This is an optimization exercise on Yosys and OpenROAD, whose aim is small area, a short achievable clock period and few clock cycles, not a production implementation. In this exercise RTL edits were held to simulation tests only and were not proved equivalent to the original. No activity file was given, so power comes from the tool's default toggle rates.

== v25 ==
// sicxe_core
module sicxe_core (
    input  wire        clk,
    input  wire        rst,           
    input  wire        start,         
    input  wire [23:0] entry,         
    input  wire [23:0] prog_len,      
    input  wire [23:0] step_limit,    
    output wire        busy,
    output reg  [2:0]  stop_code,
    output reg  [3:0]  err_kind,
    output reg         mem_req,
    output reg         mem_we,
    output reg         mem_byte,
    output reg  [15:0] mem_addr,
    output wire [23:0] mem_wdata,
    input  wire        mem_gnt,
    input  wire [31:0] mem_rdata,
    output wire        dev_req,
    output wire [1:0]  dev_op,
    output wire [7:0]  dev_id,
    output wire [7:0]  dev_wdata,
    input  wire        dev_gnt,
    input  wire        dev_flag,
    input  wire [7:0]  dev_rdata,
    input  wire [3:0]  dbg_sel,
    output wire [23:0] dbg_rdata
);
export LEC_CHECK = 0
export CAP_MARGIN = 20
export CORE_MARGIN = 2
export CORE_UTILIZATION = 40
export SLEW_MARGIN = 20
export TNS_END_PERCENT = 5
create_clock -name core_clock -period 15.0 [get_ports {clk}]
standard.sh (not shown) runs the stock make flow with config.mk's settings and CLKGATE_MAP_FILE= SYNTH_SCRIPT=/design/flow/synth_recipe.tcl, a recipe that flattens the netlist after the stock synthesis.
==> flow/flow/run.sh <==
#!/bin/bash
# The standard layout (standard.sh: ORFS synthesis, floorplan, placement,
# CTS, routing, finish), with two knobs changed:
#  - repair_timing aims for 7.5 ns of setup slack instead of 0, so the
#    resizer upsizes and buffers the critical paths further;
#  - port buffers are buf_1 (repair upsizes the ones on critical paths) instead of the resizer's default choice.
# The clock period and constraints are the standard flow's own.
set -euo pipefail
bash standard.sh SETUP_SLACK_MARGIN=7.5 "BUFFER_PORTS_ARGS=-buffer_cell sky130_fd_sc_hd__buf_1" finish \
    > flow_standard.log 2>&1
Testbench counts of v25, summed over its fixed seeds: cycles 77,886.
> inputs changed (v25 -> v11)
- setting PLACE_DENSITY to 0.66 for the first time
- changing CORE_UTILIZATION from 40 to 50
==> flow/flow/run.sh <==
#!/bin/bash
# The standard layout (standard.sh: ORFS synthesis, floorplan, placement,
# CTS, routing, finish), with two knobs changed:
#  - repair_timing aims for 7.5 ns of setup slack instead of 0, so the
#    resizer upsizes and buffers the critical paths further;
#  - port buffers are buf_4 instead of the resizer's default choice.
# The clock period and constraints are the standard flow's own.
set -euo pipefail
bash standard.sh SETUP_SLACK_MARGIN=7.5 "BUFFER_PORTS_ARGS=-buffer_cell sky130_fd_sc_hd__buf_4" finish \
    > flow_standard.log 2>&1
==> comparison <==
In the metrics for v11 and v25, the one carrying the lower multi-input logic portion of the cell area is v11.
[compare] base=v25 new=v11: H-tree depth went down 1, first-pass GRT wire length went down about 1.4%.
The core of v11 is more densely filled than that of v25.
Wire length on met1: v11 vs v25 down about 10%
Of v11 and v25, the run reporting the lower clock tree buffer count of the final layout was v11.
Between v11 and v25, it is v11 whose placed wire-length estimate is lower, by about 2.4%.
Number of standard cells in the layout, taps in and fillers out (lower): v11
Diff v25 -> v11: sequential share of layout area flat; final design instance area without fill climbed about 0.44%; count of plain and timing-repair buffers now sits lower.
The inputs of v51 differ from those of v11 as listed below.
- clearing PLACE_DENSITY, which used to be 0.66
- swapping 50 for 40 in CORE_UTILIZATION
- clearing TNS_END_PERCENT, which used to be 5
==> results.txt <==
v51 | status: complete | timing, DRC, antenna: pass. v11: full flow OK, the timing, design-rule and antenna checks passed. The startpoint of the most critical setup path comes out mem_rdata[30] in one run and dbg_sel[1] in the other, namely in v51 and v11 respectively. Higher total number of H-tree levels was reported by v51, not v11. Compared to v11, v51 has fraction of area in multi-input gates 0.75 points lower. v51 vs. v11: utilization fell 11 points, fraction of the cycle the final worst path needs now smaller.
What v43 does differently from v51 at the input level:
==> flow/flow/run.sh <==
#!/bin/bash
# The standard layout (standard.sh: ORFS synthesis, floorplan, placement,
# CTS, routing, finish), with two knobs changed:
#  - repair_timing aims for 8 ns of setup slack instead of 0, so the
#    resizer upsizes and buffers the critical paths further;
#  - port buffers are buf_4 instead of the resizer's default choice.
# The clock period and constraints are the standard flow's own.
set -euo pipefail
bash standard.sh SETUP_SLACK_MARGIN=8 "BUFFER_PORTS_ARGS=-buffer_cell sky130_fd_sc_hd__buf_4" finish \
    > flow_standard.log 2>&1
Results
NOTE clock-buffer cell count v51->v43 increased by a few percent
Fmax across v43 and v51: no real change.
Compared with v51, v43 shows a met2 global-route usage that is 0.21 points higher.
Clock power (v43 vs. v51) increases by a few percent

==> afterwards: timing with drivers on the ports <==
In the flow no input, the clock included, has a driving cell. The finished layouts below were timed again as built, in two steps.
Step 1 sets driving cells, clkbuf_16 on the clock port and buf_2 on the other inputs (assumed; they add their load-dependent delay and slew).
Step 2 times the ports against the registers' clock, not the clock port: input delays grow and output delays shrink by t, the midpoint of the rising clock arrivals with the driver on.
Three values: ideal ports, drivers, drivers and shift; two values: the first two.
run | t (ns) | setup slack, ns | cell pins on the clock port's net
v25 | 0.770 | 7.001 / 7.001 / 6.568 | 1
v11 | 0.793 | 7.133 / 7.097 / 6.631 | 1
v51 | 0.748 | 7.372 / 7.384 / 6.677 | 1
v43 | 0.730 | 7.384 / 7.320 / 6.808 | 1
After both steps setup and hold are still met in every run listed. For v51, which loses most, drivers alone change the setup slack by +0.012 ns; drivers and shift together by -0.695 ns.
